Background: an optimization exercise with open tools, aiming at small area, a short achievable clock period and few clock cycles per item. Do not read the settings as production practice. RTL that was checked went through simulation tests only; none was proved equivalent to the original. Only the layout flow was run in runs 1, 2, 4 and 5; the RTL was not checked for function there.

==> design/flow/design.v <==
module sha256_engine (
    input  wire         clk,
    input  wire         rst,         
    input  wire         start,       
    input  wire [15:0]  msg_len,     
    input  wire         in_valid,
    output wire         in_ready,
    input  wire [31:0]  in_data,
    output reg          busy,
    output reg          done,
    output wire [255:0] digest
);
    reg [31:0] R [0:15];         
    reg [31:0] a, b, c, d, e, f, g, h;
    reg [31:0] HA0, HA1, HA2, HA3, HE0, HE1, HE2, HE3;
    reg        first;            
    reg        running;          
    reg        grp;              
    reg [6:0]  rv;               
    reg [3:0]  pos;              
    reg [4:0]  nrx;              
    reg [10:0] bl;               
    reg [14:0] wleft;            
    reg [1:0]  lrem;             
    reg        p80;              
    reg [15:0] len;
    assign digest = {HA0, HA1, HA2, HA3, HE0, HE1, HE2, HE3};
    reg [31:0] k_t;
    always @(*) begin
        case (rv[5:0])
            6'd0:  k_t = 32'h428a2f98; 6'd1:  k_t = 32'h71374491;
            6'd2:  k_t = 32'hb5c0fbcf; 6'd3:  k_t = 32'he9b5dba5;
            6'd4:  k_t = 32'h3956c25b; 6'd5:  k_t = 32'h59f111f1;
            6'd6:  k_t = 32'h923f82a4; 6'd7:  k_t = 32'hab1c5ed5;
            6'd8:  k_t = 32'hd807aa98; 6'd9:  k_t = 32'h12835b01;
            6'd10: k_t = 32'h243185be; 6'd11: k_t = 32'h550c7dc3;
            6'd12: k_t = 32'h72be5d74; 6'd13: k_t = 32'h80deb1fe;
            6'd14: k_t = 32'h9bdc06a7; 6'd15: k_t = 32'hc19bf174;
            6'd16: k_t = 32'he49b69c1; 6'd17: k_t = 32'hefbe4786;
            6'd18: k_t = 32'h0fc19dc6; 6'd19: k_t = 32'h240ca1cc;
            6'd20: k_t = 32'h2de92c6f; 6'd21: k_t = 32'h4a7484aa;
            6'd22: k_t = 32'h5cb0a9dc; 6'd23: k_t = 32'h76f988da;
            6'd24: k_t = 32'h983e5152; 6'd25: k_t = 32'ha831c66d;
            6'd26: k_t = 32'hb00327c8; 6'd27: k_t = 32'hbf597fc7;
            6'd28: k_t = 32'hc6e00bf3; 6'd29: k_t = 32'hd5a79147;
            6'd30: k_t = 32'h06ca6351; 6'd31: k_t = 32'h14292967;
            6'd32: k_t = 32'h27b70a85; 6'd33: k_t = 32'h2e1b2138;
            6'd34: k_t = 32'h4d2c6dfc; 6'd35: k_t = 32'h53380d13;
            6'd36: k_t = 32'h650a7354; 6'd37: k_t = 32'h766a0abb;
            6'd38: k_t = 32'h81c2c92e; 6'd39: k_t = 32'h92722c85;
            6'd40: k_t = 32'ha2bfe8a1; 6'd41: k_t = 32'ha81a664b;
            6'd42: k_t = 32'hc24b8b70; 6'd43: k_t = 32'hc76c51a3;
            6'd44: k_t = 32'hd192e819; 6'd45: k_t = 32'hd6990624;
            6'd46: k_t = 32'hf40e3585; 6'd47: k_t = 32'h106aa070;
            6'd48: k_t = 32'h19a4c116; 6'd49: k_t = 32'h1e376c08;
            6'd50: k_t = 32'h2748774c; 6'd51: k_t = 32'h34b0bcb5;
            6'd52: k_t = 32'h391c0cb3; 6'd53: k_t = 32'h4ed8aa4a;
            6'd54: k_t = 32'h5b9cca4f; 6'd55: k_t = 32'h682e6ff3;
            6'd56: k_t = 32'h748f82ee; 6'd57: k_t = 32'h78a5636f;
            6'd58: k_t = 32'h84c87814; 6'd59: k_t = 32'h8cc70208;
            6'd60: k_t = 32'h90befffa; 6'd61: k_t = 32'ha4506ceb;
            6'd62: k_t = 32'hbef9a3f7; default: k_t = 32'hc67178f2;
        endcase
    end
    function [31:0] rotr(input [31:0] x, input integer r);
        rotr = (x >> r) | (x << (32 - r));
    endfunction
    function [31:0] bsig0(input [31:0] x);
        bsig0 = rotr(x, 2) ^ rotr(x, 13) ^ rotr(x, 22);
    endfunction
    function [31:0] bsig1(input [31:0] x);
        bsig1 = rotr(x, 6) ^ rotr(x, 11) ^ rotr(x, 25);
    endfunction
    function [31:0] ssig0(input [31:0] x);
        ssig0 = rotr(x, 7) ^ rotr(x, 18) ^ (x >> 3);
    endfunction
    function [31:0] ssig1(input [31:0] x);
        ssig1 = rotr(x, 17) ^ rotr(x, 19) ^ (x >> 10);
    endfunction
    function [31:0] csa_s(input [31:0] x, input [31:0] y, input [31:0] z);
        csa_s = x ^ y ^ z;
    endfunction
    function [31:0] csa_c(input [31:0] x, input [31:0] y, input [31:0] z);
        csa_c = ((x & y) | (x & z) | (y & z)) << 1;
    endfunction
    wire [31:0] s1  = bsig1(e);
    wire [31:0] s0  = bsig0(a);
    wire [31:0] ch  = (e & f) | (~e & g);
    wire [31:0] maj = (a & b) | (a & c) | (b & c);
    wire [31:0] wt  = R[15];
    wire [31:0] p0s = csa_s(h, k_t, wt),  p0c = csa_c(h, k_t, wt);
    wire [31:0] e1s = csa_s(p0s, p0c, d), e1c = csa_c(p0s, p0c, d);
    wire [31:0] e2s = csa_s(e1s, e1c, ch), e2c = csa_c(e1s, e1c, ch);
    wire [31:0] e3s = csa_s(e2s, e2c, s1), e3c = csa_c(e2s, e2c, s1);
    wire [31:0] e_new = e3s + e3c;
    wire [31:0] a1s = csa_s(p0s, p0c, ch), a1c = csa_c(p0s, p0c, ch);
    wire [31:0] a2s = csa_s(a1s, a1c, maj), a2c = csa_c(a1s, a1c, maj);
    wire [31:0] a3s = csa_s(a2s, a2c, s1), a3c = csa_c(a2s, a2c, s1);
    wire [31:0] a4s = csa_s(a3s, a3c, s0), a4c = csa_c(a3s, a3c, s0);
    wire [31:0] a_new = a4s + a4c;
    wire [31:0] w1s = csa_s(R[0], R[9], ssig0(R[1]));
    wire [31:0] w1c = csa_c(R[0], R[9], ssig0(R[1]));
    wire [31:0] w2s = csa_s(w1s, w1c, ssig1(R[14]));
    wire [31:0] w2c = csa_c(w1s, w1c, ssig1(R[14]));
    wire [31:0] w_next = w2s + w2c;
    wire start_acc = start && !busy;
    wire ffin      = running && rv[6];               
    wire sched     = running && !rv[6] && (rv[5:4] != 2'b00 || rv[3:0] == 4'd15)
                     && rv[5:0] != 6'd63;            
    wire last_blk  = (bl == 11'd0);
    wire [3:0] pos_nx  = ffin ? 4'd0 : pos + 4'd1;
    wire [4:0] nrx_eff = ffin ? 5'd0 : nrx;
    wire fill_ok   = busy && !(running && !rv[6] && (rv[5:4] != 2'b00 || rv[3:0] == 4'd15))
                     && !(ffin && last_blk);
    wire want_new  = fill_ok && !nrx_eff[4] && (pos_nx == nrx_eff[3:0]);
    wire msg_word  = (wleft != 15'd0);
    assign in_ready = want_new && msg_word;
    wire wr        = want_new && (!msg_word || in_valid);
    reg [31:0] pad_word;
    integer    i;
    always @(*) begin
        if (wleft > 15'd1)
            pad_word = in_data;
        else if (wleft == 15'd1) begin
            for (i = 0; i < 4; i = i + 1) begin
                if (lrem == 2'd0 || i < lrem)
                    pad_word[31 - 8*i -: 8] = in_data[31 - 8*i -: 8];
                else if (i == lrem)
                    pad_word[31 - 8*i -: 8] = 8'h80;
                else
                    pad_word[31 - 8*i -: 8] = 8'h00;
            end
        end else
            pad_word = p80 ? 32'h80000000 : 32'h0;
        if (last_blk && nrx_eff == 5'd14)
            pad_word = 32'h0;
        else if (last_blk && nrx_eff == 5'd15)
            pad_word = {13'd0, len, 3'b000};
    end
    wire       rot   = (running && rv[6:2] == 5'b01111 && rv[1:0] != 2'b00) || ffin
                       || (busy && !running && grp) || start_acc;
    wire [1:0] kidx  = running ? (rv[1:0] - 2'd1) : (busy ? pos[1:0] : 2'd0);
    wire       load  = rot && (kidx == 2'd3);
    reg  [31:0] iva, ive;
    always @(*) begin
        case (kidx)
            2'd0: begin iva = 32'ha54ff53a; ive = 32'h5be0cd19; end
            2'd1: begin iva = 32'h3c6ef372; ive = 32'h1f83d9ab; end
            2'd2: begin iva = 32'hbb67ae85; ive = 32'h9b05688c; end
            default: begin iva = 32'h6a09e667; ive = 32'h510e527f; end
        endcase
    end
    wire [31:0] tapa = first ? iva : HA3;
    wire [31:0] tape = first ? ive : HE3;
    wire [31:0] suma = tapa + (running ? a : 32'd0);
    wire [31:0] sume = tape + (running ? e : 32'd0);
    wire [4:0] nrx_nx     = nrx_eff + {4'd0, wr};
    wire       running_nx = running ? (rv[6] ? (!last_blk && wr) :
                                       (rv[5:0] < 6'd15) ? ({1'b0, rv[3:0]} + 5'd1 < nrx_nx) : 1'b1)
                                    : (busy && grp && pos == 4'd15 && nrx_nx != 5'd0);
    always @(posedge clk) begin
        for (i = 0; i < 15; i = i + 1)
            R[i] <= R[i + 1];
        R[15] <= wr ? pad_word : (sched ? w_next : R[0]);
        if (load) begin
            a <= suma; b <= HA0; c <= HA1; d <= HA2;
            e <= sume; f <= HE0; g <= HE1; h <= HE2;
        end else begin
            h <= g; g <= f; f <= e; e <= e_new;
            d <= c; c <= b; b <= a; a <= a_new;
        end
        if (rot) begin
            HA0 <= suma; HA1 <= HA0; HA2 <= HA1; HA3 <= HA2;
            HE0 <= sume; HE1 <= HE0; HE2 <= HE1; HE3 <= HE2;
        end
        if (start_acc) begin
            len   <= msg_len;
            lrem  <= msg_len[1:0];
            p80   <= (msg_len[1:0] == 2'd0);
            wleft <= {1'b0, msg_len[15:2]} + {14'd0, (msg_len[1:0] != 2'd0)};
            bl    <= msg_len[15:6] + {9'd0, (msg_len[5:0] >= 6'd56)};
        end else begin
            if (wr) begin
                if (msg_word)
                    wleft <= wleft - 15'd1;
                else
                    p80 <= 1'b0;
            end
            if (ffin && !last_blk)
                bl <= bl - 11'd1;
        end
        if (rst) begin
            busy    <= 1'b0;
            done    <= 1'b0;
            first   <= 1'b1;
            running <= 1'b0;
            grp     <= 1'b0;
            rv      <= 7'd0;
            pos     <= 4'd0;
            nrx     <= 5'd0;
        end else begin
            done    <= ffin && last_blk;
            running <= running_nx;
            rv      <= (running && !rv[6]) ? rv + 7'd1 : 7'd0;
            if (start_acc) begin
                busy  <= 1'b1;
                first <= 1'b1;
                pos   <= 4'd13;
                grp   <= 1'b1;
                nrx   <= 5'd0;
            end else begin
                if (ffin) begin
                    first <= last_blk;
                    if (last_blk)
                        busy <= 1'b0;
                end
                pos <= pos_nx;
                nrx <= nrx_nx;
                grp <= busy && !(ffin && last_blk) && !running_nx &&
                       (pos_nx == 4'd12 || (grp && pos_nx[3:2] == 2'b11));
            end
        end
    end
endmodule
==> design/flow/run.sh <==
#!/bin/bash
# synth_recipe.tcl (not shown) runs the flow's synth.tcl, then flattens the netlist and writes it again
# the make line also repeats each setting of config.mk as NAME=value (left out here)
make -C /OpenROAD-flow-scripts/flow DESIGN_CONFIG=/design/flow/config.mk WORK_HOME=/design/flow/orfs CLKGATE_MAP_FILE= SYNTH_SCRIPT=/design/flow/synth_recipe.tcl finish
==> design/flow/config.mk <==
export PLATFORM = sky130hd
export DESIGN_NAME = sha256_engine
export DESIGN_NICKNAME = sha256_engine
export VERILOG_FILES = /design/flow/design.v
export SDC_FILE = /design/flow/constraint.sdc
export NUM_CORES = 4
export LEC_CHECK = 0
export CAP_MARGIN = 20
export CORE_MARGIN = 2
export CORE_UTILIZATION = 40
export PLACE_DENSITY = 0.6
export SLEW_MARGIN = 20
==> design/flow/constraint.sdc <==
create_clock -name core_clock -period 10.0 [get_ports {clk}]
set_input_delay 2.0000 -clock core_clock [delete_from_list [all_inputs] [get_ports {clk}]]
set_output_delay 2.0000 -clock core_clock [all_outputs]
set_load 0.01 [all_outputs]
==> results of run 1 <==
-- cell families after synthesis --
| logic type | Yosys count | synth area share |
|---|---|---|
| AOI/OAI and AO/OA | 946 | 0.112 |
| buffers and inverters | 655 | 0.0463 |
| xor gates and xnor gates | 472 | 0.0775 |
| and+or+nand+nor | 1433 | 0.117 |
| muxes | 71 | 0.0141 |
| DFF | 1120 | 0.477 |
| adders and majority gates | 502 | 0.157 |
-- per-stage QoR --
stage          worst slack, ps   util  hold slack [ps]
4_1_cts                   3210  0.471              302
5_1_grt                   3010  0.471              311
2_1_floorplan              184      -              310
6_report                  3390  0.471              303
3_3_place_gp              3380  0.440              310
3_5_place_dp              3180  0.441              312
-- flip-flops by register name (all words and copies together), names as in the netlist, 4 cells and up --
signal	cells
len	15
bl	11
h	32
HE1	32
b	32
rv	7
HA2	32
d	32
g	32
HE2	32
f	32
k_t	32
HE0	32
a	32
HA1	32
R	512
wleft	15
c	32
nrx	5
HA3	32
e	32
pos	4
HE3	32
HA0	32
-- synthesized netlist by cell type, drive strengths merged (10+ instances only) --
cell type | count | area (um^2)
a211oi | 36 | 275
a21boi | 10 | 75.1
a21o | 98 | 736
a21oi | 278 | 1390
a221oi | 13 | 114
a311oi | 12 | 105
a31oi | 26 | 163
and2 | 74 | 463
and3 | 29 | 181
buf | 25 | 104
clkbuf | 212 | 796
dfxtp | 821 | 16400
edfxtp | 299 | 8980
fa | 283 | 5670
ha | 204 | 2550
inv | 417 | 1570
maj3 | 15 | 150
mux2 | 24 | 270
mux2i | 46 | 460
nand2 | 821 | 3080
nand2b | 32 | 200
nand3 | 68 | 340
nand4 | 16 | 100
nor2 | 241 | 905
nor2b | 22 | 138
nor3 | 57 | 290
nor4 | 15 | 109
o211ai | 30 | 225
o21a | 32 | 240
o21ai | 236 | 1180
o21bai | 20 | 150
o221ai | 10 | 87.6
o22ai | 28 | 175
o311ai | 11 | 96.3
o31ai | 23 | 173
or2 | 18 | 113
or3 | 12 | 80.1
xnor2 | 366 | 3210
xor2 | 106 | 928
-- worst register-to-register path: stages, from the launching register on --
cell and delay (ps):
dfxtp_1 300, buf_4 370, inv_1 190, ha_1 320
buf_4 250, mux2i_1 310, ha_1 330, nand2b_1 400
nor2_1 950, nor2_1 130, ha_1 400, and3_1 250
nand3_1 110, or2_2 290, a2111oi_1 780, nor3_1 200
o31ai_1 400, o41ai_1 130, xnor2_1 160, mux2_2 280
-- path summary, 6_finish.rpt --
kind	from	endpoint	slack [ps]
setup reg to reg	rv[0]	e[30]	3390
hold reg to reg	R[13][18]	R[12][18]	300
hold / removal	R[13][18]	R[12][18]	300
setup / recovery	rv[0]	e[30]	3390
-- per-layer routing --
| layer | wire length [um] | track usage |
|---|---|---|
| met5 | 27 | 0 |
| met2 | 77500 | 0.392 |
| met4 | 7220 | 0.0949 |
| met1 | 78800 | 0.366 |
| met3 | 13600 | 0.0426 |
-- area by class of cell --
class / instances / area (um^2)
Antenna cell: 4 / 10.0
Sequential cell: 1120 / 25400
Timing Repair Buffer: 355 / 3440
Clock inverter: 53 / 663
Tap cell: 1755 / 2200
Fill cell: 12300 / 69800
Clock buffer: 160 / 3300
Inverter: 418 / 1570
Multi-Input combinational cell: 3424 / 25500
==> impl_metrics.ini, run 1 <==
[floorplanning]
core_um2 = 132000
ioPinCount = 311
fp.dieH_um = 369
die_w_um = 369
dieArea_um2 = 136000
initial_core_util = 0.404
rows = 133

[cts]
clk_path_buf_depth = 3
numCtsBuffers = 113
postCtsSetupBuffers = 0
cts_max_level = 3
cts_tree = yes
cts-resized-gates = 0
cts_hold_buffers = 0
cts.reportedPaths.clkPinSlew_ps = 60
cts-root-buf = clkbuf_16
clk_latency_ps = 780
cts_sinks = 1120

[job]
max_cap_violations = 0

[synth]
syn_area_per_cell_um2 = 10.3
ys_ff_latch = 1120
ys_types = 86
syn_inst = 5199
synthesis.area_um2 = 53300
yosysSeqAreaShare = 0.477
ys.warnings.count = 2
synthFlopType = dfxtp_1
synth_edf_count = 299
async_reset_ff_frac = 0
synth_nets = 5738

[timing]
skew_ps = 72.2
finalSetupTns_ps = 0
slew_headroom = 0.222
drv_slew = 0
timing.final.crit_share = 0.661
tightestPinTransition_ps = 1160
fmax_mhz = 151
rsz0062_at_grt = no
setup_violations = 0
finalHoldViolCount = 0
layout_min_cycle_time_ps = 6610

[finish]
final_cell_mix = 819 x dfxtp_1, 817 x nand2_1, 413 x inv_1
nets = 5971
drive_gt1_frac = 0.0552
stdcell_count = 7289
mostFrequentLayoutCell = dfxtp_1
area_growth_syn_to_layout_pct = 16.5
final_cell_area_um2 = 62100

[setup_path]
max_stage_delay_ps = 950
worstSetupPathType = reg2reg
start_kind = flop
crit_chain = buf_4, inv_1, ha_1, buf_4, mux2i_1, ha_1, nand2b_1, nor2_1, nor2_1, ha_1, and3_1, nand3_1, or2_2, a2111oi_1, nor3_1, o31ai_1, o41ai_1, xnor2_1, mux2_2
cp_common_cell = ha_1
cp-end-kind = flop
cp_max_fo = 37
worst-r2r-cell-count = 19
cp_slowest_cell = nor2_1
arrival_ps = 7270
cp_num_cells = 19
path_delay_family = simple AND/OR/NAND/NOR gates
critPathBufInv = 3
cp.required_ps = 10660

[place]
post-place-cells = 7072
place_hpwl_mm = 139
io_buffers = 310
place_area_um2 = 58100
gp_congestion = 0.961

[grt]
antenna_found_initial = 14
track_usage = 0.257
grt-ovfl-total = 0
grt_pass1_wl_mm = 257
grt_max_degree = 96
grt_pass1_vias = 37600

[drt]
dr.pass1.iters = 6
ant_nets = 0
route.detailed.drc = 0
wl_per_cell_um = 24.3
drtIter0Drc = 3778
routed_wl_mm = 177
vias = 38700
via_per_inst = 5.31

[run_status]
outcome = finished clean

[hold_path]
hold_depth = 0
hold_class = reg2reg
==> run 2, diff against run 1 <==
--- a/design/flow/config.mk
+++ b/design/flow/config.mk
@@ -5,6 +5,7 @@
 export SDC_FILE = /design/flow/constraint.sdc
 export NUM_CORES = 4
 export LEC_CHECK = 0
+export ABC_CLOCK_PERIOD_IN_PS = 4000
 export CAP_MARGIN = 20
 export CORE_MARGIN = 2
 export CORE_UTILIZATION = 40
==> run 2 against run 1 <==
Critical path depth unchanged; global-route usage unchanged; die area unchanged; clock-buffer cell count unchanged; highest routed layer unchanged; synthesized cell count unchanged; worst hold slack unchanged; register-to-register slack about the same.
==> impl_metrics.ini, run 2 <==
[place]
place_area_um2 = 58100
io_buffers = 310
dp_worst_setup_slack_ps = 3180
gp_congestion = 0.961
place_hpwl_mm = 139

[grt]
track_usage = 0.257
grt_max_degree = 96
grt_pass1_wl_mm = 257
grt-ovfl-total = 0
antenna_found_initial = 14
grt_pass1_vias = 37600

[drt]
via_per_inst = 5.31
routed_wl_mm = 177
wl_per_cell_um = 24.3
route.detailed.drc = 0
drtIter0Drc = 3778
vias = 38700
dr.pass1.iters = 6
ant_nets = 0

[timing]
whs_ps = 303
finalHoldViolCount = 0
final.setup.worst_slack_ps = 3390
tightestPinTransition_ps = 1160
setup_violations = 0
layout_min_cycle_time_ps = 6610
timing.final.crit_share = 0.661
skew_ps = 72.2
drv_slew = 0
slew_headroom = 0.222
finalSetupTns_ps = 0
rsz0062_at_grt = no
fmax_mhz = 151

[setup_path]
cp_max_fo = 37
cp.required_ps = 10660
start_kind = flop
arrival_ps = 7270
cp-end-kind = flop
worst-r2r-cell-count = 19
worstSetupPathType = reg2reg

[synth]
synthTopCellsByArea = dfxtp_1 31%, edfxtp_1 17%, fa_1 11%
ys_types = 86
synthesis.area_um2 = 53300
ys.warnings.count = 2
syn_area_per_cell_um2 = 10.3
async_reset_ff_frac = 0
synth_nets = 5738
syn_inst = 5199
synth_top_area_share = 0.308
yosysSeqAreaShare = 0.477
synth_edf_count = 299
synthFlopType = dfxtp_1
ys_ff_latch = 1120
synth_common_cells = 821 x dfxtp_1, 821 x nand2_1, 414 x inv_1
yosys.area.top_type = dfxtp_1

[job]
max_cap_violations = 0

[finish]
final_cell_area_um2 = 62100
largest_reg_flops = 512
area_growth_syn_to_layout_pct = 16.5
drive_gt1_frac = 0.0552
final_cell_mix = 819 x dfxtp_1, 817 x nand2_1, 413 x inv_1
top_register = R
mostFrequentLayoutCell = dfxtp_1
nets = 5971

[cts]
cts_sinks = 1120
cts_max_level = 3
cts-root-buf = clkbuf_16
cts.reportedPaths.clkPinSlew_ps = 60
clk_path_buf_depth = 3
postCtsSetupBuffers = 0
numCtsBuffers = 113
cts-resized-gates = 0
cts_tree = yes
clk_latency_ps = 780
cts_hold_buffers = 0

[floorplanning]
initial_core_util = 0.404
fp.dieH_um = 369
dieArea_um2 = 136000
die_w_um = 369
rows = 133
core_um2 = 132000
ioPinCount = 311

[run_status]
outcome = finished clean

[hold_path]
hold_class = reg2reg
hold_depth = 0
run 2: logic make-up after synthesis:
family,share of synthesized area
and+or+nand+nor,0.117
DFF,0.477
AOI/OAI and AO/OA,0.112
buffers and inverters,0.0463
adders and majority gates,0.157
xor gates and xnor gates,0.0775
muxes,0.0141
run 2: layout make-up:
| class | count | area [um^2] |
|---|---|---|
| Sequential cell | 1120 | 25400 |
| Clock buffer | 160 | 3300 |
| Timing Repair Buffer | 355 | 3440 |
| Multi-Input combinational cell | 3424 | 25500 |
| Clock inverter | 53 | 663 |
| Antenna cell | 4 | 10.0 |
| Fill cell | 12300 | 69800 |
| Tap cell | 1755 | 2200 |
| Inverter | 418 | 1570 |
run 2: stage by stage:
| stage | util | std cells |
|---|---|---|
| after floorplan | - | 5199 |
| after global placement | 0.440 | 7070 |
| after detailed placement | 0.441 | 7072 |
| after CTS | 0.471 | 7285 |
| after global routing | 0.471 | 7287 |
| final | 0.471 | 7289 |
run 2: path summary, 6_finish.rpt:
path              startpoint  slack (ps)   endpoint
hold / removal     R[13][18]         300  R[12][18]
hold reg to reg    R[13][18]         300  R[12][18]
setup reg to reg       rv[0]        3390      e[30]
setup / recovery       rv[0]        3390      e[30]
run 2: critical path, cell delays in order, from the launching register on:
cell and delay [ps]:
dfxtp_1 300, buf_4 370, inv_1 180, ha_1 320
buf_4 250, mux2i_1 310, ha_1 330, nand2b_1 400
nor2_1 950, nor2_1 130, ha_1 400, and3_1 250
nand3_1 110, or2_2 290, a2111oi_1 780, nor3_1 200
o31ai_1 400, o41ai_1 130, xnor2_1 160, mux2_2 280
run 2: routing by layer:
metal  vias to the layer above  share of wire  track usage  wire [um]
li1                      17800              -            -          -
met5                         -        0.00015            0         27
met3                       300          0.077       0.0426      13600
met1                     18900           0.44        0.366      78800
met4                         4          0.041       0.0949       7220
met2                      1616           0.44        0.392      77500
==> run 3, diff against run 2 <==
--- a/design/flow/design.v
+++ b/design/flow/design.v
@@ -201,7 +201,7 @@
         end else begin
             done    <= ffin && last_blk;
             running <= running_nx;
-            rv      <= (running && !rv[6]) ? rv + 7'd1 : 7'd0;
+            rv      <= running_nx ? (running ? (rv[6] ? 7'd0 : rv + 7'd1) : 7'd0) : 7'd0;
             if (start_acc) begin
                 busy  <= 1'b1;
                 first <= 1'b1;
--- a/design/flow/config.mk
+++ b/design/flow/config.mk
@@ -5,7 +5,6 @@
 export SDC_FILE = /design/flow/constraint.sdc
 export NUM_CORES = 4
 export LEC_CHECK = 0
-export ABC_CLOCK_PERIOD_IN_PS = 4000
 export CAP_MARGIN = 20
 export CORE_MARGIN = 2
 export CORE_UTILIZATION = 40
==> run 3 against run 2 <==
Still clean on timing, DRC and antenna; final area shrank 1.3%; routed wire length shrank 0.12%; first-iteration DRC count shrank 4.9%; final cell count shrank 2.1%; critical path depth is the same; clock-buffer cell count is the same; clock skew shrank 19 ps; synthesized area shrank 1.4%; sequential cell count is the same; highest routed layer unchanged.
==> impl_metrics.ini, run 3 <==
[run_status]
outcome = finished clean

[setup_path]
rrSetupSlack_ps = 2460
reg2reg_to = k_t[0]
crit_chain = clkdlybuf4s50_1, o21ai_2, inv_2, ha_1, ha_1, inv_1, ha_1, a21boi_1, o21a_1, o21a_1, o2111a_1, nor3_2, buf_4, nand2_1, inv_1, ha_1, a21oi_1, a221oi_1, a21oi_1
max_stage_delay_ps = 880
start_kind = input port
cp_slowest_cell = ha_1
worst-r2r-cell-count = 25
cp.required_ps = 10600
r2r-start = bl[0]
worstSetupPathType = in2reg
cp_max_fo = 25
arrival_ps = 8200
cp-end-kind = flop
cp_common_cell = ha_1

[timing]
rsz0062_at_grt = no
finalHoldViolCount = 0
whs_ps = 308
drv_slew = 0
setup_violations = 0
finalSetupTns_ps = 0
tightestPinTransition_ps = 1160
fmax_mhz = 132
final.setup.worst_slack_ps = 2410
timing.final.crit_share = 0.759
slew_headroom = 0.226
skew_ps = 53.6
layout_min_cycle_time_ps = 7590

[grt]
grt-ovfl-total = 0
antenna_found_initial = 6
grt_max_degree = 167
met3_usage = 0.0480
grt_pass1_wl_mm = 257
grt_pass1_vias = 37400
busiest_layer = met2
grt_util_met2 = 0.401
track_usage = 0.260
grt_util_met1 = 0.364

[synth]
ys.warnings.count = 2
yosysMostFrequentCell = dfxtp_1
synthFlopType = dfxtp_1
ys_ff_latch = 1120
synth_common_cells = 821 x dfxtp_1, 820 x nand2_1, 359 x inv_1
yosys.area.top_type = dfxtp_1
async_reset_ff_frac = 0
synth_nets = 5600
synthTopCellsByArea = dfxtp_1 31%, edfxtp_1 17%, fa_1 12%
yosysSeqAreaShare = 0.483
syn_area_per_cell_um2 = 10.4
synth_top_area_share = 0.313
syn_inst = 5041
synth_edf_count = 299
ys_types = 88
synthesis.area_um2 = 52600

[cts]
cts_max_level = 3
cts_hold_buffers = 0
clk_latency_ps = 760
postCtsSetupBuffers = 0
cts_sinks = 1120
cts-root-buf = clkbuf_16
clk_path_buf_depth = 3
numCtsBuffers = 114
cts.reportedPaths.clkPinSlew_ps = 60
cts-resized-gates = 0
cts_tree = yes

[finish]
stdcell_count = 7138
seq_area_um2 = 25400
nets = 5834
area_growth_syn_to_layout_pct = 16.6
mostFrequentLayoutCell = nand2_1
largest_reg_flops = 512
drive_gt1_frac = 0.0545
multiInputGateArea_um2 = 25000
fill_cells = 12300
top_register = R
final_cell_mix = 819 x nand2_1, 818 x dfxtp_1, 359 x inv_1

[drt]
via_per_inst = 5.32
ant_nets = 0
drtIter0Drc = 3591
route.detailed.drc = 0
vias = 38000
dr.pass1.iters = 6
wl_per_cell_um = 24.8
routed_wl_mm = 177

[floorplanning]
die_w_um = 367
ioPinCount = 311
initial_core_util = 0.402
dieArea_um2 = 134000
rows = 133
fp.dieH_um = 367
core_um2 = 131000

[place]
post-place-cells = 6914
dp_worst_setup_slack_ps = 1770
io_buffers = 310
place_hpwl_mm = 135
gp_congestion = 0.947

[hold_path]
hold_class = reg2reg
hold_depth = 0
hold-path-endpoint = R[12][22]
min_from = R[13][22]

[job]
max_cap_violations = 0
[run 3: changes by cell type in the layout (fill, tap and decap cells not counted), moves of 13 or more]
cell	previous run	this run
xnor2_1	365	321
inv_1	413	359
o21ai_1	7	84
a21oi_1	278	256
a22oi_1	9	25
xor2_1	106	119
mux2_2	24	10
fa_1	283	307
o21ai_0	229	174
[run 3: final cells by class]
class,instances,area share
Antenna cell,9,0.000367
Clock buffer,160,0.0548
Clock inverter,55,0.00808
Inverter,366,0.0224
Multi-Input combinational cell,3320,0.407
Sequential cell,1120,0.415
Tap cell,1755,0.0358
Timing Repair Buffer,353,0.0566
[run 3: critical path: cells and delay by family]
family          cells  cell delay (ps)
fa+ha+maj           4             1790
compound gates      8             2310
simple gates        2              510
buf+inv             5             1540
[run 3: worst max-delay path by stage]
stage	startpoint	end	slack, ps	depth (start not counted)
after floorplan	busy	g[18]	-6040	7
after global placement	in_valid	k_t[0]	1860	19
after detailed placement	in_valid	k_t[0]	1770	19
after CTS	in_valid	k_t[0]	2580	19
after global routing	bl[1]	k_t[10]	2080	28
final	in_valid	k_t[0]	2410	19
[run 3: metrics by stage]
step / instance area [um^2] / utilization
2_1_floorplan: 52600 / -
3_3_place_gp: 57400 / 0.438
3_5_place_dp: 57400 / 0.438
4_1_cts: 61300 / 0.468
5_1_grt: 61300 / 0.468
6_report: 61300 / 0.468
[run 3: metal layers]
| layer | vias to the layer above | part of all wire |
|---|---|---|
| li1 | 17300 | - |
| met1 | 18900 | 0.44 |
| met5 | - | 0.00010 |
| met3 | 287 | 0.078 |
| met4 | 4 | 0.037 |
| met2 | 1523 | 0.45 |
[run 3: kinds of logic (layout without fill, tap and decap cells)]
group / count (synthesis) / count (layout) / synth area share
mux: 47 / 47 / 0.00918
xor+xnor: 443 / 443 / 0.0738
simple gates: 1379 / 1379 / 0.112
compound gates: 941 / 941 / 0.113
fa+ha+maj: 510 / 510 / 0.165
buf+inv: 601 / 934 / 0.0431
other cells: 0 / 9 / 0
flops: 1120 / 1120 / 0.483
Testbench counts of run 3, summed over its fixed seeds: cycles 216,073, items 960.
==> run 4, diff against run 3 <==
--- a/design/flow/design.v
+++ b/design/flow/design.v
@@ -19,7 +19,7 @@
     reg [6:0]  rv;               
     reg [3:0]  pos;              
     reg [4:0]  nrx;              
-    reg [10:0] bl;               
+    reg        lastf;            
     reg [14:0] wleft;            
     reg [1:0]  lrem;             
     reg        p80;              
@@ -107,7 +107,7 @@
     wire ffin      = running && rv[6];               
     wire sched     = running && !rv[6] && (rv[5:4] != 2'b00 || rv[3:0] == 4'd15)
                      && rv[5:0] != 6'd63;            
-    wire last_blk  = (bl == 11'd0);
+    wire last_blk  = lastf;
     wire [3:0] pos_nx  = ffin ? 4'd0 : pos + 4'd1;
     wire [4:0] nrx_eff = ffin ? 5'd0 : nrx;
     wire fill_ok   = busy && !(running && !rv[6] && (rv[5:4] != 2'b00 || rv[3:0] == 4'd15))
@@ -139,7 +139,7 @@
     end
     wire       rot   = (running && rv[6:2] == 5'b01111 && rv[1:0] != 2'b00) || ffin
                        || (busy && !running && grp) || start_acc;
-    wire [1:0] kidx  = running ? (rv[1:0] - 2'd1) : (busy ? pos[1:0] : 2'd0);
+    wire [1:0] kidx  = pos[1:0] - {1'b0, running};
     wire       load  = rot && (kidx == 2'd3);
     reg  [31:0] iva, ive;
     always @(*) begin
@@ -178,7 +178,7 @@
             lrem  <= msg_len[1:0];
             p80   <= (msg_len[1:0] == 2'd0);
             wleft <= {1'b0, msg_len[15:2]} + {14'd0, (msg_len[1:0] != 2'd0)};
-            bl    <= msg_len[15:6] + {9'd0, (msg_len[5:0] >= 6'd56)};
+            lastf <= (msg_len < 16'd56);
         end else begin
             if (wr) begin
                 if (msg_word)
@@ -186,8 +186,8 @@
                 else
                     p80 <= 1'b0;
             end
-            if (ffin && !last_blk)
-                bl <= bl - 11'd1;
+            if (ffin)
+                lastf <= (wleft < 15'd14) || (wleft == 15'd14 && lrem != 2'd0);
         end
         if (rst) begin
             busy    <= 1'b0;
@@ -196,12 +196,12 @@
             running <= 1'b0;
             grp     <= 1'b0;
             rv      <= 7'd0;
-            pos     <= 4'd0;
+            pos     <= 4'd12;
             nrx     <= 5'd0;
         end else begin
             done    <= ffin && last_blk;
             running <= running_nx;
-            rv      <= running_nx ? (running ? (rv[6] ? 7'd0 : rv + 7'd1) : 7'd0) : 7'd0;
+            rv      <= (running && !rv[6]) ? rv + 7'd1 : 7'd0;
             if (start_acc) begin
                 busy  <= 1'b1;
                 first <= 1'b1;
@@ -214,7 +214,10 @@
                     if (last_blk)
                         busy <= 1'b0;
                 end
-                pos <= pos_nx;
+                if (busy && !(ffin && last_blk))
+                    pos <= pos_nx;
+                else
+                    pos <= 4'd12;
                 nrx <= nrx_nx;
                 grp <= busy && !(ffin && last_blk) && !running_nx &&
                        (pos_nx == 4'd12 || (grp && pos_nx[3:2] == 2'b11));
==> run 4 against run 3 <==
Still clean on timing, DRC and antenna; maximum frequency is 21% higher; non-clock buffer count is 2 higher; global-route usage is 0.40 points lower; sequential cell count is 10 lower; clock-buffer cell count is 3 lower; sequential share of layout area is 0.62 points lower; die area hardly changed.
==> impl_metrics.ini, run 4 <==
[finish]
seq_area_um2 = 25100
largest_reg_flops = 512
fill_cells = 12200
area_growth_syn_to_layout_pct = 16.9
final_core_util = 0.469
mostFrequentLayoutCell = dfxtp_1
nets = 5886
multiInputGateArea_um2 = 25100
top_register = R
final_cell_mix = 818 x dfxtp_1, 799 x nand2_1, 415 x inv_1
drive_gt1_frac = 0.0595

[synth]
synthFlopType = dfxtp_1
yosys.area.top_type = dfxtp_1
async_reset_ff_frac = 0
yosysMostFrequentCell = dfxtp_1
yosysSeqAreaShare = 0.477
ys_types = 93
ys_ff_latch = 1110
synth_edf_count = 289
syn_inst = 5109
ys.warnings.count = 2
synthTopCellsByArea = dfxtp_1 31%, edfxtp_1 16%, fa_1 11%
synthesis.area_um2 = 52600
synth_nets = 5648
syn_area_per_cell_um2 = 10.3
synth_top_area_share = 0.312
synth_common_cells = 821 x dfxtp_1, 801 x nand2_1, 419 x inv_1

[cts]
cts-root-buf = clkbuf_16
cts_hold_buffers = 0
numCtsBuffers = 116
cts.reportedPaths.clkPinSlew_ps = 60
clk_latency_ps = 780
cts_max_level = 3
cts-resized-gates = 0
postCtsSetupBuffers = 0
clk_path_buf_depth = 3
cts_sinks = 1110
cts_tree = yes

[drt]
routed_wl_mm = 175
wl_per_cell_um = 24.2
ant_nets = 0
via_per_inst = 5.24
route.detailed.drc = 0
dr.pass1.iters = 6
drtIter0Drc = 3603
vias = 37800

[grt]
antenna_found_initial = 8
grt_pass1_wl_mm = 254
track_usage = 0.256
grt_max_degree = 92
grt_pass1_vias = 36900
grt-ovfl-total = 0

[floorplanning]
fp.dieH_um = 367
rows = 133
dieArea_um2 = 134000
core_um2 = 131000
die_w_um = 367
ioPinCount = 311
initial_core_util = 0.402

[place]
io_buffers = 310
gp_congestion = 0.992
place_hpwl_mm = 136

[timing]
finalSetupTns_ps = 0
skew_ps = 65.5
timing.final.crit_share = 0.626
rsz0062_at_grt = no
drv_slew = 0
layout_min_cycle_time_ps = 6260
slew_headroom = 0.322
whs_ps = 295
finalHoldViolCount = 0
tightestPinTransition_ps = 1010
setup_violations = 0
fmax_mhz = 160

[setup_path]
cp_max_fo = 3
cp.required_ps = 10660
worst-r2r-cell-count = 19
worstSetupPathType = reg2reg
cp-end-kind = flop
start_kind = flop
critPathLaunch = k_t[1]
arrival_ps = 6920
r2r-start = k_t[1]

[run_status]
outcome = finished clean

[job]
max_cap_violations = 0

[hold_path]
hold_class = reg2reg
hold_depth = 0
min_from = R[8][31]
==> run 4: cell count changes after synthesis, sizes merged, moves of 12 or more <==
cell / previous run / this run
inv: 366 / 421
xnor2: 322 / 353
fa: 307 / 283
nand2: 820 / 801
a21o: 105 / 91
nand3: 59 / 73
a21boi: 3 / 15
a22oi: 25 / 13
maj3: 3 / 15
==> run 4: logic make-up (layout without fill, tap and decap cells) <==
| logic type | Yosys count | after routing | share of synthesized area |
|---|---|---|---|
| buffers and inverters | 657 | 996 | 0.0474 |
| AND/OR/NAND/NOR | 1381 | 1381 | 0.113 |
| adder cells (fa/ha/maj) | 502 | 502 | 0.159 |
| AO/OA/AOI/OAI | 935 | 935 | 0.114 |
| XOR/XNOR | 471 | 471 | 0.0788 |
| multiplexers | 53 | 53 | 0.0105 |
| flip-flops | 1110 | 1110 | 0.477 |
| other | 0 | 4 | 0 |
==> run 4: path summary, 6_finish.rpt <==
path	to	slack, ps
min reg2reg	R[7][31]	300
max	a[31]	3740
max reg2reg	a[31]	3740
min	R[7][31]	300
==> run 4: stage by stage <==
step                      setup WS, ps  instance area, um^2  instances
after floorplan                   -165                52700       5109
after global routing              3400                61500       7203
after CTS                         3750                61500       7203
after detailed placement          3700                57400       6984
after global placement            3640                57400       6984
final                             3740                61500       7207
==> run 4: critical path, cell delays in order, from the launching register on <==
cell	delay, ps
dfxtp_1	310
inv_1	80
fa_1	560
xnor2_1	310
xnor2_1	180
fa_1	470
fa_1	520
fa_1	430
ha_1	250
fa_1	460
a21oi_1	160
o21bai_1	150
a21oi_2	250
o21ai_0	210
a2111oi_0	740
nor2_1	190
o41ai_2	370
o21ai_1	150
xnor2_1	150
mux2_2	260
==> run 4: layout make-up <==
| cell class | count | area share |
|---|---|---|
| inverter | 422 | 0.0258 |
| multi-input combinational | 3342 | 0.408 |
| clock buffer | 157 | 0.0540 |
| sequential | 1110 | 0.409 |
| clock inverter | 62 | 0.0121 |
| tap | 1755 | 0.0357 |
| antenna | 4 | 0.000163 |
| timing repair buffer | 355 | 0.0560 |
==> run 4: metal layers <==
metal	global-route usage	vias to the layer above	part of all wire	wire, um
met5	0	-	0	0
met1	0.360	18500	0.44	77600
met2	0.390	1512	0.44	76400
met4	0.112	0	0.047	8160
met3	0.0389	273	0.072	12500
li1	-	17500	-	-
==> run 5, diff against run 4 <==
--- a/design/flow/config.mk
+++ b/design/flow/config.mk
@@ -9,4 +9,5 @@
 export CORE_MARGIN = 2
 export CORE_UTILIZATION = 40
 export PLACE_DENSITY = 0.6
+export SETUP_SLACK_MARGIN = 4.5
 export SLEW_MARGIN = 20
==> run 5 against run 4 <==
Still clean on timing, DRC and antenna; final area is 1.6% higher; die area unchanged; synthesized area is the same; routed wire length up 1.1%; sequential cell count unchanged; final cell count up 0.35%; highest routed layer is now met5.
==> impl_metrics.ini, run 5 <==
[cts]
clk_path_buf_depth = 3
numCtsBuffers = 116
cts.reportedPaths.clkPinSlew_ps = 60
clk_latency_ps = 790
cts_tree = yes
cts_sinks = 1110
cts_hold_buffers = 0
cts_max_level = 3
cts-root-buf = clkbuf_16

[setup_path]
cp-end-kind = flop
worst-r2r-cell-count = 20
cp_max_fo = 7
worstSetupPathType = reg2reg
start_kind = flop
arrival_ps = 6170
critPathLaunch = k_t[9]
r2r-start = k_t[9]
cp.required_ps = 10670

[grt]
grt_max_degree = 92
track_usage = 0.256
grt-ovfl-total = 0
antenna_found_initial = 7
grt_pass1_wl_mm = 254
grt_pass1_vias = 37000

[timing]
rsz0062_at_grt = yes
layout_min_cycle_time_ps = 5510
setup_violations = 0
timing.final.crit_share = 0.551
finalHoldViolCount = 0
fmax_mhz = 182
finalSetupTns_ps = 0
slew_headroom = 0.284
drv_slew = 0
skew_ps = 68.1
tightestPinTransition_ps = 1050

[run_status]
outcome = finished clean

[finish]
largest_reg_flops = 512
drive_gt1_frac = 0.0886
final_cell_mix = 808 x dfxtp_1, 799 x nand2_1, 409 x inv_1
mostFrequentLayoutCell = dfxtp_1
area_growth_syn_to_layout_pct = 18.7
nets = 5913
top_register = R
stdcell_count = 7232
final_cell_area_um2 = 62500

[synth]
syn_area_per_cell_um2 = 10.3
yosys.area.top_type = dfxtp_1
ys_types = 93
async_reset_ff_frac = 0
synth_top_area_share = 0.312
synthFlopType = dfxtp_1
ys.warnings.count = 2
yosysMostFrequentCell = dfxtp_1
syn_inst = 5109
synth_common_cells = 821 x dfxtp_1, 801 x nand2_1, 419 x inv_1
synth_nets = 5648
synthesis.area_um2 = 52600
yosysSeqAreaShare = 0.477
ys_ff_latch = 1110
synth_edf_count = 289
synthTopCellsByArea = dfxtp_1 31%, edfxtp_1 16%, fa_1 11%

[place]
gp_congestion = 0.992
io_buffers = 310
post-place-cells = 6984
place_area_um2 = 57400
place_hpwl_mm = 136

[floorplanning]
initial_core_util = 0.402
core_um2 = 131000
rows = 133
die_w_um = 367
fp.dieH_um = 367
ioPinCount = 311
dieArea_um2 = 134000

[drt]
vias = 38100
dr.pass1.iters = 6
route.detailed.drc = 0
wl_per_cell_um = 24.4
ant_nets = 0
drtIter0Drc = 3456
routed_wl_mm = 177
via_per_inst = 5.27

[job]
max_cap_violations = 0

[hold_path]
hold_class = reg2reg
hold_depth = 0
min_from = R[8][31]
==> run 5: logic make-up (layout without fill, tap and decap cells) <==
family / count (synthesis) / after routing / share of synthesized area
compound gates: 935 / 936 / 0.114
xor+xnor: 471 / 471 / 0.0788
fa+ha+maj: 502 / 502 / 0.159
buf+inv: 657 / 1022 / 0.0474
flops: 1110 / 1110 / 0.477
mux: 53 / 53 / 0.0105
other cells: 0 / 2 / 0
simple gates: 1381 / 1381 / 0.113
==> run 5: repair_timing <==
item                                    CTS  global route
resized for setup                        54           112
pin swaps                                10            52
endpoints found under the setup margin   28            36
cloned                                    0             2
buffers inserted                          4            21
endpoints found under the hold margin     0             0
==> run 5: per-stage QoR <==
stage | setup WS, ps | utilization | hold slack [ps]
after floorplan | -165 | - | 310
after global placement | 3640 | 0.438 | 310
after detailed placement | 3700 | 0.438 | 312
after CTS | 4360 | 0.471 | 294
after global routing | 4330 | 0.477 | 310
final | 4490 | 0.477 | 295
==> run 5: cell type report <==
type	instances	area (um^2)
diodes	2	5.00
multi-input cells	3343	25800
flip-flops and latches	1110	25100
fillers	12100	68500
inverters	422	1590
well taps	1755	2200
clock buffers	157	3320
repair buffers	380	3650
repair inverters	1	5.00
clock inverters	62	747
==> run 5: path summary, 6_finish.rpt <==
kind | slack [ps] | to
worst max register to register | 4490 | a[31]
worst min register to register | 300 | R[7][31]
worst min-delay path | 300 | R[7][31]
worst max-delay path | 4490 | a[31]
==> run 5: metal layers <==
layer	part of all wire	wire [um]	up-vias	track usage
li1	-	-	17600	-
met1	0.44	78200	18700	0.360
met2	0.44	77800	1537	0.392
met3	0.070	12400	298	0.0398
met4	0.047	8240	2	0.111
met5	0.000074	13	-	0
==> run 5: worst max-delay path: stages (launching register included) <==
cell       delay (ps)
dfxtp_2           390
inv_1              80
fa_2              630
a21oi_1           110
a21oi_2           220
fa_1              460
fa_1              500
inv_1              50
fa_1              490
ha_2              340
a21o_1            210
a21oi_1           230
nor2b_1           260
o21ai_4           110
a2111oi_4         380
nor2_2             90
o41ai_2           220
buf_4             180
o21ai_2            60
xnor2_1           130
mux2_4            250
==> run 6, diff against run 5 <==
--- a/design/flow/design.v
+++ b/design/flow/design.v
@@ -25,43 +25,44 @@
     reg        p80;              
     reg [15:0] len;
     assign digest = {HA0, HA1, HA2, HA3, HE0, HE1, HE2, HE3};
-    reg [31:0] k_t;
+    reg [31:0] k_nx;
     always @(*) begin
         case (rv[5:0])
-            6'd0:  k_t = 32'h428a2f98; 6'd1:  k_t = 32'h71374491;
-            6'd2:  k_t = 32'hb5c0fbcf; 6'd3:  k_t = 32'he9b5dba5;
-            6'd4:  k_t = 32'h3956c25b; 6'd5:  k_t = 32'h59f111f1;
-            6'd6:  k_t = 32'h923f82a4; 6'd7:  k_t = 32'hab1c5ed5;
-            6'd8:  k_t = 32'hd807aa98; 6'd9:  k_t = 32'h12835b01;
-            6'd10: k_t = 32'h243185be; 6'd11: k_t = 32'h550c7dc3;
-            6'd12: k_t = 32'h72be5d74; 6'd13: k_t = 32'h80deb1fe;
-            6'd14: k_t = 32'h9bdc06a7; 6'd15: k_t = 32'hc19bf174;
-            6'd16: k_t = 32'he49b69c1; 6'd17: k_t = 32'hefbe4786;
-            6'd18: k_t = 32'h0fc19dc6; 6'd19: k_t = 32'h240ca1cc;
-            6'd20: k_t = 32'h2de92c6f; 6'd21: k_t = 32'h4a7484aa;
-            6'd22: k_t = 32'h5cb0a9dc; 6'd23: k_t = 32'h76f988da;
-            6'd24: k_t = 32'h983e5152; 6'd25: k_t = 32'ha831c66d;
-            6'd26: k_t = 32'hb00327c8; 6'd27: k_t = 32'hbf597fc7;
-            6'd28: k_t = 32'hc6e00bf3; 6'd29: k_t = 32'hd5a79147;
-            6'd30: k_t = 32'h06ca6351; 6'd31: k_t = 32'h14292967;
-            6'd32: k_t = 32'h27b70a85; 6'd33: k_t = 32'h2e1b2138;
-            6'd34: k_t = 32'h4d2c6dfc; 6'd35: k_t = 32'h53380d13;
-            6'd36: k_t = 32'h650a7354; 6'd37: k_t = 32'h766a0abb;
-            6'd38: k_t = 32'h81c2c92e; 6'd39: k_t = 32'h92722c85;
-            6'd40: k_t = 32'ha2bfe8a1; 6'd41: k_t = 32'ha81a664b;
-            6'd42: k_t = 32'hc24b8b70; 6'd43: k_t = 32'hc76c51a3;
-            6'd44: k_t = 32'hd192e819; 6'd45: k_t = 32'hd6990624;
-            6'd46: k_t = 32'hf40e3585; 6'd47: k_t = 32'h106aa070;
-            6'd48: k_t = 32'h19a4c116; 6'd49: k_t = 32'h1e376c08;
-            6'd50: k_t = 32'h2748774c; 6'd51: k_t = 32'h34b0bcb5;
-            6'd52: k_t = 32'h391c0cb3; 6'd53: k_t = 32'h4ed8aa4a;
-            6'd54: k_t = 32'h5b9cca4f; 6'd55: k_t = 32'h682e6ff3;
-            6'd56: k_t = 32'h748f82ee; 6'd57: k_t = 32'h78a5636f;
-            6'd58: k_t = 32'h84c87814; 6'd59: k_t = 32'h8cc70208;
-            6'd60: k_t = 32'h90befffa; 6'd61: k_t = 32'ha4506ceb;
-            6'd62: k_t = 32'hbef9a3f7; default: k_t = 32'hc67178f2;
+            6'd0: k_nx = 32'h71374491; 6'd1: k_nx = 32'hb5c0fbcf;
+            6'd2: k_nx = 32'he9b5dba5; 6'd3: k_nx = 32'h3956c25b;
+            6'd4: k_nx = 32'h59f111f1; 6'd5: k_nx = 32'h923f82a4;
+            6'd6: k_nx = 32'hab1c5ed5; 6'd7: k_nx = 32'hd807aa98;
+            6'd8: k_nx = 32'h12835b01; 6'd9: k_nx = 32'h243185be;
+            6'd10: k_nx = 32'h550c7dc3; 6'd11: k_nx = 32'h72be5d74;
+            6'd12: k_nx = 32'h80deb1fe; 6'd13: k_nx = 32'h9bdc06a7;
+            6'd14: k_nx = 32'hc19bf174; 6'd15: k_nx = 32'he49b69c1;
+            6'd16: k_nx = 32'hefbe4786; 6'd17: k_nx = 32'h0fc19dc6;
+            6'd18: k_nx = 32'h240ca1cc; 6'd19: k_nx = 32'h2de92c6f;
+            6'd20: k_nx = 32'h4a7484aa; 6'd21: k_nx = 32'h5cb0a9dc;
+            6'd22: k_nx = 32'h76f988da; 6'd23: k_nx = 32'h983e5152;
+            6'd24: k_nx = 32'ha831c66d; 6'd25: k_nx = 32'hb00327c8;
+            6'd26: k_nx = 32'hbf597fc7; 6'd27: k_nx = 32'hc6e00bf3;
+            6'd28: k_nx = 32'hd5a79147; 6'd29: k_nx = 32'h06ca6351;
+            6'd30: k_nx = 32'h14292967; 6'd31: k_nx = 32'h27b70a85;
+            6'd32: k_nx = 32'h2e1b2138; 6'd33: k_nx = 32'h4d2c6dfc;
+            6'd34: k_nx = 32'h53380d13; 6'd35: k_nx = 32'h650a7354;
+            6'd36: k_nx = 32'h766a0abb; 6'd37: k_nx = 32'h81c2c92e;
+            6'd38: k_nx = 32'h92722c85; 6'd39: k_nx = 32'ha2bfe8a1;
+            6'd40: k_nx = 32'ha81a664b; 6'd41: k_nx = 32'hc24b8b70;
+            6'd42: k_nx = 32'hc76c51a3; 6'd43: k_nx = 32'hd192e819;
+            6'd44: k_nx = 32'hd6990624; 6'd45: k_nx = 32'hf40e3585;
+            6'd46: k_nx = 32'h106aa070; 6'd47: k_nx = 32'h19a4c116;
+            6'd48: k_nx = 32'h1e376c08; 6'd49: k_nx = 32'h2748774c;
+            6'd50: k_nx = 32'h34b0bcb5; 6'd51: k_nx = 32'h391c0cb3;
+            6'd52: k_nx = 32'h4ed8aa4a; 6'd53: k_nx = 32'h5b9cca4f;
+            6'd54: k_nx = 32'h682e6ff3; 6'd55: k_nx = 32'h748f82ee;
+            6'd56: k_nx = 32'h78a5636f; 6'd57: k_nx = 32'h84c87814;
+            6'd58: k_nx = 32'h8cc70208; 6'd59: k_nx = 32'h90befffa;
+            6'd60: k_nx = 32'ha4506ceb; 6'd61: k_nx = 32'hbef9a3f7;
+            6'd62: k_nx = 32'hc67178f2; default: k_nx = 32'h428a2f98;
         endcase
     end
+    reg [31:0] k_t;             
     function [31:0] rotr(input [31:0] x, input integer r);
         rotr = (x >> r) | (x << (32 - r));
     endfunction
@@ -93,11 +94,11 @@
     wire [31:0] e2s = csa_s(e1s, e1c, ch), e2c = csa_c(e1s, e1c, ch);
     wire [31:0] e3s = csa_s(e2s, e2c, s1), e3c = csa_c(e2s, e2c, s1);
     wire [31:0] e_new = e3s + e3c;
-    wire [31:0] a1s = csa_s(p0s, p0c, ch), a1c = csa_c(p0s, p0c, ch);
-    wire [31:0] a2s = csa_s(a1s, a1c, maj), a2c = csa_c(a1s, a1c, maj);
-    wire [31:0] a3s = csa_s(a2s, a2c, s1), a3c = csa_c(a2s, a2c, s1);
-    wire [31:0] a4s = csa_s(a3s, a3c, s0), a4c = csa_c(a3s, a3c, s0);
-    wire [31:0] a_new = a4s + a4c;
+    wire [31:0] q1s = csa_s(s1, s0, ch),    q1c = csa_c(s1, s0, ch);
+    wire [31:0] a1s = csa_s(p0s, p0c, maj), a1c = csa_c(p0s, p0c, maj);
+    wire [31:0] a2s = csa_s(a1s, a1c, q1s), a2c = csa_c(a1s, a1c, q1s);
+    wire [31:0] a3s = csa_s(a2s, a2c, q1c), a3c = csa_c(a2s, a2c, q1c);
+    wire [31:0] a_new = a3s + a3c;
     wire [31:0] w1s = csa_s(R[0], R[9], ssig0(R[1]));
     wire [31:0] w1c = csa_c(R[0], R[9], ssig0(R[1]));
     wire [31:0] w2s = csa_s(w1s, w1c, ssig1(R[14]));
@@ -162,6 +163,7 @@
         for (i = 0; i < 15; i = i + 1)
             R[i] <= R[i + 1];
         R[15] <= wr ? pad_word : (sched ? w_next : R[0]);
+        k_t   <= (running && !rv[6]) ? k_nx : 32'h428a2f98;
         if (load) begin
             a <= suma; b <= HA0; c <= HA1; d <= HA2;
             e <= sume; f <= HE0; g <= HE1; h <= HE2;
==> run 6 against run 5 <==
Clock skew is 23 ps lower; setup slack better by 18 ps; via count is 1.2% lower; sequential cell count stayed put; global-route usage is 0.51 points higher; core utilization is 0.47 points lower; critical path depth is 3 lower; synthesized area is 0.26% lower; worst hold slack better by 23 ps; largest cell class is now registers.
==> impl_metrics.ini, run 6 <==
[floorplanning]
core_um2 = 130000
dieArea_um2 = 134000
rows = 132
die_w_um = 366
fp.dieH_um = 366
initial_core_util = 0.404
ioPinCount = 311

[setup_path]
cp_slowest_cell = dfxtp_1
reg2reg_to = a[31]
max_stage_delay_ps = 750
crit_chain = xnor2_1, fa_1, inv_1, fa_1, inv_1, fa_1, ha_1, o211ai_1, a2111oi_1, a22oi_2, o21ai_1, nand4_1, nand4_1, o211ai_1, o21ai_0, xnor2_1, mux2_2
rrSetupSlack_ps = 4510
cp.required_ps = 10640
start_kind = flop
cp-end-kind = flop
cp_common_cell = fa_1
worst-r2r-cell-count = 17
critPathBufInv = 2
path_delay_family = adder cells
r2r-start = e[31]
cp_max_fo = 6
arrival_ps = 6130
worstSetupPathType = reg2reg

[place]
io_buffers = 310
place_hpwl_mm = 139
gp_congestion = 0.967

[synth]
yosysMostFrequentCell = dfxtp_1
syn_area_per_cell_um2 = 10.3
ys_ff_latch = 1110
synth_top_area_share = 0.313
ys.warnings.count = 2
synthFlopType = dfxtp_1
yosysSeqAreaShare = 0.479
ys_types = 88
synth_nets = 5628
async_reset_ff_frac = 0
synth_edf_count = 289
synthTopCellsByArea = dfxtp_1 31%, edfxtp_1 17%, fa_1 11%
synthesis.area_um2 = 52500
syn_inst = 5092
synth_common_cells = 821 x dfxtp_1, 808 x nand2_1, 424 x inv_1
yosys.area.top_type = dfxtp_1

[cts]
numCtsBuffers = 112
cts.reportedPaths.clkPinSlew_ps = 70
cts_tree = yes
clk_latency_ps = 770
cts_hold_buffers = 0
cts-root-buf = clkbuf_16
cts_sinks = 1110
cts_max_level = 3
clk_path_buf_depth = 3

[timing]
skew_ps = 45.6
drv_slew = 0
tightestPinTransition_ps = 1240
setup_violations = 0
fmax_mhz = 182
timing.final.crit_share = 0.549
slew_headroom = 0.166
rsz0062_at_grt = yes
finalHoldViolCount = 0
layout_min_cycle_time_ps = 5490

[grt]
track_usage = 0.261
grt_pass1_vias = 36900
grt-ovfl-total = 0
grt_max_degree = 201
antenna_found_initial = 6
grt_pass1_wl_mm = 257

[finish]
area_growth_syn_to_layout_pct = 16.8
drive_gt1_frac = 0.0684
nets = 5849
final_core_util = 0.472
top_register = R
final_cell_mix = 806 x nand2_1, 797 x dfxtp_1, 419 x inv_1
largest_reg_flops = 512
mostFrequentLayoutCell = nand2_1

[drt]
dr_wl_met3_mm = 11.5
dr_wl_met2_mm = 81.2
drtIter0Drc = 3603
via_per_inst = 5.26
met1Wirelength_mm = 78.1
wl_per_cell_um = 25.0
vias = 37700
dr.pass1.iters = 6
highest_layer = met5
routed_wl_mm = 179
route.detailed.drc = 0
ant_nets = 0

[hold_path]
hold_depth = 0
min_from = R[13][23]
hold_class = reg2reg
hold-path-endpoint = R[12][23]

[job]
max_cap_violations = 0

[run_status]
outcome = finished clean
-- run 6: cell count changes after synthesis, moves of 15 or more --
cell / change
mux2_2: +29
mux2i_1: -26
a211oi_1: +22
a21o_1: -21
a21oi_1: -20
nand3_1: -17
maj3_1: +16
a31oi_1: -15
-- run 6: logic make-up after synthesis --
kind of cell,share of synthesized area
multiplexers,0.0128
buffers and inverters,0.0477
flip-flops,0.479
adder cells (fa/ha/maj),0.162
XOR/XNOR,0.0771
AND/OR/NAND/NOR,0.117
AO/OA/AOI/OAI,0.105
-- run 6: per-layer routing --
metal | vias up | global-route usage
met5 | - | 0
met4 | 2 | 0.104
met3 | 290 | 0.0447
met2 | 1344 | 0.414
met1 | 18600 | 0.356
li1 | 17400 | -
-- run 6: worst max path at each step --
stage,start,to,slack [ps],cells past startpoint
2_1_floorplan,rv[1],a[2],-280,8
3_3_place_gp,running,e[31],3930,17
3_5_place_dp,running,e[30],3920,17
4_1_cts,rv[0],in_ready,4360,11
5_1_grt,e[31],a[31],4380,17
6_report,e[31],a[31],4510,17
-- run 6: stage by stage --
step	hold WS, ps	cell area, um^2	std cells	setup TNS, ps	setup slack [ps]
final	318	61300	7156	0	4510
after floorplan	310	52700	5092	-48390	-279
after detailed placement	312	57200	6939	0	3920
after CTS	313	61100	7152	0	4360
after global routing	323	61300	7153	0	4380
after global placement	310	57200	6938	0	3930
-- run 6: timing repair --
action / CTS / global route
setup endpoints to repair: 44 / 19
pin swaps: 1 / 2
endpoints found under the hold margin: 0 / 0
resized for setup: 26 / 37
setup buffers: 1 / 1
-- run 6: cell type report --
cell class	instances	area, um^2
antenna	3	7.51
multi-input combinational	3318	25100
timing repair buffer	345	3400
inverter	426	1610
fill	12200	68500
clock buffer	160	3180
sequential	1110	25200
tap	1742	2180
clock inverter	52	664
Testbench counts of run 6, summed over its fixed seeds: cycles 216,073, items 960.
==> run 7, diff against run 6 <==
--- a/design/flow/config.mk
+++ b/design/flow/config.mk
@@ -5,9 +5,10 @@
 export SDC_FILE = /design/flow/constraint.sdc
 export NUM_CORES = 4
 export LEC_CHECK = 0
+export ABC_AREA = 1
 export CAP_MARGIN = 20
 export CORE_MARGIN = 2
 export CORE_UTILIZATION = 40
 export PLACE_DENSITY = 0.6
-export SETUP_SLACK_MARGIN = 4.5
+export SETUP_SLACK_MARGIN = 5
 export SLEW_MARGIN = 20
==> run 7 against run 6 <==
Synthesized area is 6.2% higher; global-route usage is 4.1 points higher; final area is 6.3% higher; die area is 6.2% higher; sequential share of layout area is 2.5 points lower; sequential cell count stayed put; clock skew is 6.7 ps higher; via count is 19% higher; synthesized cell count is 27% higher; worst hold slack worse by 20 ps; maximum frequency is 11% higher; still clean; core utilization is 0.069 points higher.
==> impl_metrics.ini, run 7 <==
[run_status]
outcome = finished clean

[setup_path]
cp-end-kind = flop
cp.required_ps = 10630
crit_chain = inv_1, xor2_1, inv_1, fa_1, inv_1, fa_1, inv_1, fa_1, ha_1, nand2_1, nor2_1, nand2_1, nor3_1, nand2_1, nand3_1, nand2_1, nand3_1, nand2_1
worstSetupPathType = reg2reg
arrival_ps = 5570
cp_slowest_cell = dfxtp_1
cp_max_fo = 5
start_kind = flop
max_stage_delay_ps = 570
cp_common_cell = nand2_1

[grt]
grt_pass1_wl_mm = 309
grt_max_degree = 134
antenna_found_initial = 10
grt_pass1_vias = 44100
grt-ovfl-total = 0
track_usage = 0.302

[finish]
final_cell_mix = 1726 x nand2_1, 957 x inv_1, 798 x dfxtp_1
final_cell_area_um2 = 65200
top_register = R
drive_gt1_frac = 0.0530
largest_reg_flops = 512
nets = 7292
fill_cells = 13500
final_core_util = 0.473
area_growth_syn_to_layout_pct = 16.9
mostFrequentLayoutCell = nand2_1

[synth]
yosys.area.top_type = dfxtp_1
yosysMostFrequentCell = nand2_1
syn_area_per_cell_um2 = 8.63
synth_top_area_share = 0.295
synth_nets = 6993
syn_inst = 6457
ys.warnings.count = 2
synth_edf_count = 289
ys_types = 56
synthFlopType = dfxtp_1
async_reset_ff_frac = 0
synth_common_cells = 1733 x nand2_1, 960 x inv_1, 821 x dfxtp_1
ys_ff_latch = 1110
synthTopCellsByArea = dfxtp_1 29%, edfxtp_1 16%, nand2_1 12%
synthesis.area_um2 = 55800
yosysSeqAreaShare = 0.450

[cts]
numCtsBuffers = 112
cts.reportedPaths.clkPinSlew_ps = 70
cts_hold_buffers = 0
cts-root-buf = clkbuf_16
clk_latency_ps = 750
cts_tree = yes
clk_path_buf_depth = 3
cts_sinks = 1110
cts_max_level = 3

[floorplanning]
dieArea_um2 = 142000
die_w_um = 377
fp.dieH_um = 377
ioPinCount = 311
core_um2 = 138000
rows = 136
initial_core_util = 0.404

[drt]
vias = 44800
drtIter0Drc = 4140
dr.pass1.iters = 6
via_per_inst = 5.18
route.detailed.drc = 0
ant_nets = 0
wl_per_cell_um = 25.2
routed_wl_mm = 218

[timing]
setup_violations = 0
skew_ps = 52.2
rsz0062_at_grt = yes
drv_slew = 0
slew_headroom = 0.227
finalSetupTns_ps = 0
tightestPinTransition_ps = 1150
timing.final.crit_share = 0.493
finalHoldViolCount = 0
whs_ps = 298
layout_min_cycle_time_ps = 4930
fmax_mhz = 203

[place]
gp_congestion = 0.985
io_buffers = 310
place_area_um2 = 60700
place_hpwl_mm = 174

[hold_path]
hold_class = reg2reg

[job]
max_cap_violations = 0
[run 7: changes by cell type after synthesis, sizes merged, moves of 96 or more]
cell / delta
inv: +541
nor2: +169
nand2: +928
clkbuf: -96
xnor2: -207
nand3: +244
[run 7: area by class of cell]
class | instances | area (um^2) | area share
repair buffers | 364 | 3700 | 0.0568
multi-input cells | 4200 | 26500 | 0.407
flip-flops and latches | 1110 | 25200 | 0.386
diodes | 4 | 10.0 | 0.000154
clock inverters | 52 | 547 | 0.00839
well taps | 1794 | 2240 | 0.0344
repair inverters | 1 | 5.00 | 0.0000768
clock buffers | 159 | 3320 | 0.0509
inverters | 967 | 3660 | 0.0561
[run 7: path summary, 6_finish.rpt]
kind	start	end	slack, ps	cells past startpoint
max	e[4]	a[28]	5070	18
min	R[12][20]	R[11][20]	300	0
max reg2reg	e[4]	a[28]	5070	18
min reg2reg	R[12][20]	R[11][20]	300	0
[run 7: cells by family after synthesis]
kind of cell	Yosys count	share of synthesized area
flops	1110	0.450
xor+xnor	347	0.0545
buf+inv	1147	0.0788
compound gates	691	0.0698
fa+ha+maj	507	0.151
simple gates	2655	0.196
[run 7: critical path, delay by kind of cell, from the launching register on]
kind | cells | cell delay [ps]
buf+inv | 4 | 530
flops | 1 | 570
fa+ha+maj | 4 | 1940
simple gates | 9 | 1210
xor+xnor | 1 | 550
[run 7: metal layers]
layer / GRT usage / share of wire
met5: 0 / 0.00020
met4: 0.139 / 0.053
met3: 0.0478 / 0.063
met2: 0.508 / 0.47
met1: 0.381 / 0.41
[run 7: through the flow]
step	instances	worst slack [ps]
global placement	8418	3680
floorplan	6457	-2320
CTS	8636	4990
detailed placement	8418	3610
finish	8651	5070
global route	8649	4930
[run 7: timing repair]
item,in CTS,in global routing
gates cloned,4,0
pin swaps,3,5
buffers inserted,3,11
resized for setup,38,55
endpoints found under the setup margin,276,169

[static timing again, ports no longer ideal]
In the flow no input, the clock included, has a driving cell. The finished layouts below were timed again as built, in two steps.
Step 1, drivers: a clkbuf_16 drives clk and a buf_2 each remaining input, both assumed.
Step 2 adds t to the input delays and takes it off the output delays; t is the mean of the earliest and latest rising clock arrival at the registers after step 1. Input paths then give back, and output paths get back, about the clock's delay inside the block.
Slacks: no drivers / after step 1 / after step 2; pairs: no drivers / after step 1.
run	t (ns)	slack for setup (ns)	cell pins on the clock port's net
run 1	0.818	3.394 / 3.394 / 3.394	1
run 2	0.818	3.394 / 3.394 / 3.394	1
run 3	0.807	2.407 / 2.457 / 1.651	1
run 4	0.824	3.742 / 3.742 / 3.705	1
run 5	0.835	4.491 / 4.491 / 3.845	1
run 6	0.827	4.509 / 4.509 / 4.220	1
run 7	0.816	5.066 / 5.066 / 4.435	1
After both steps setup and hold are still met in every run listed. The setup slack of run 3, which loses most, moves by +0.050 ns with the drivers and by -0.756 ns with both steps.
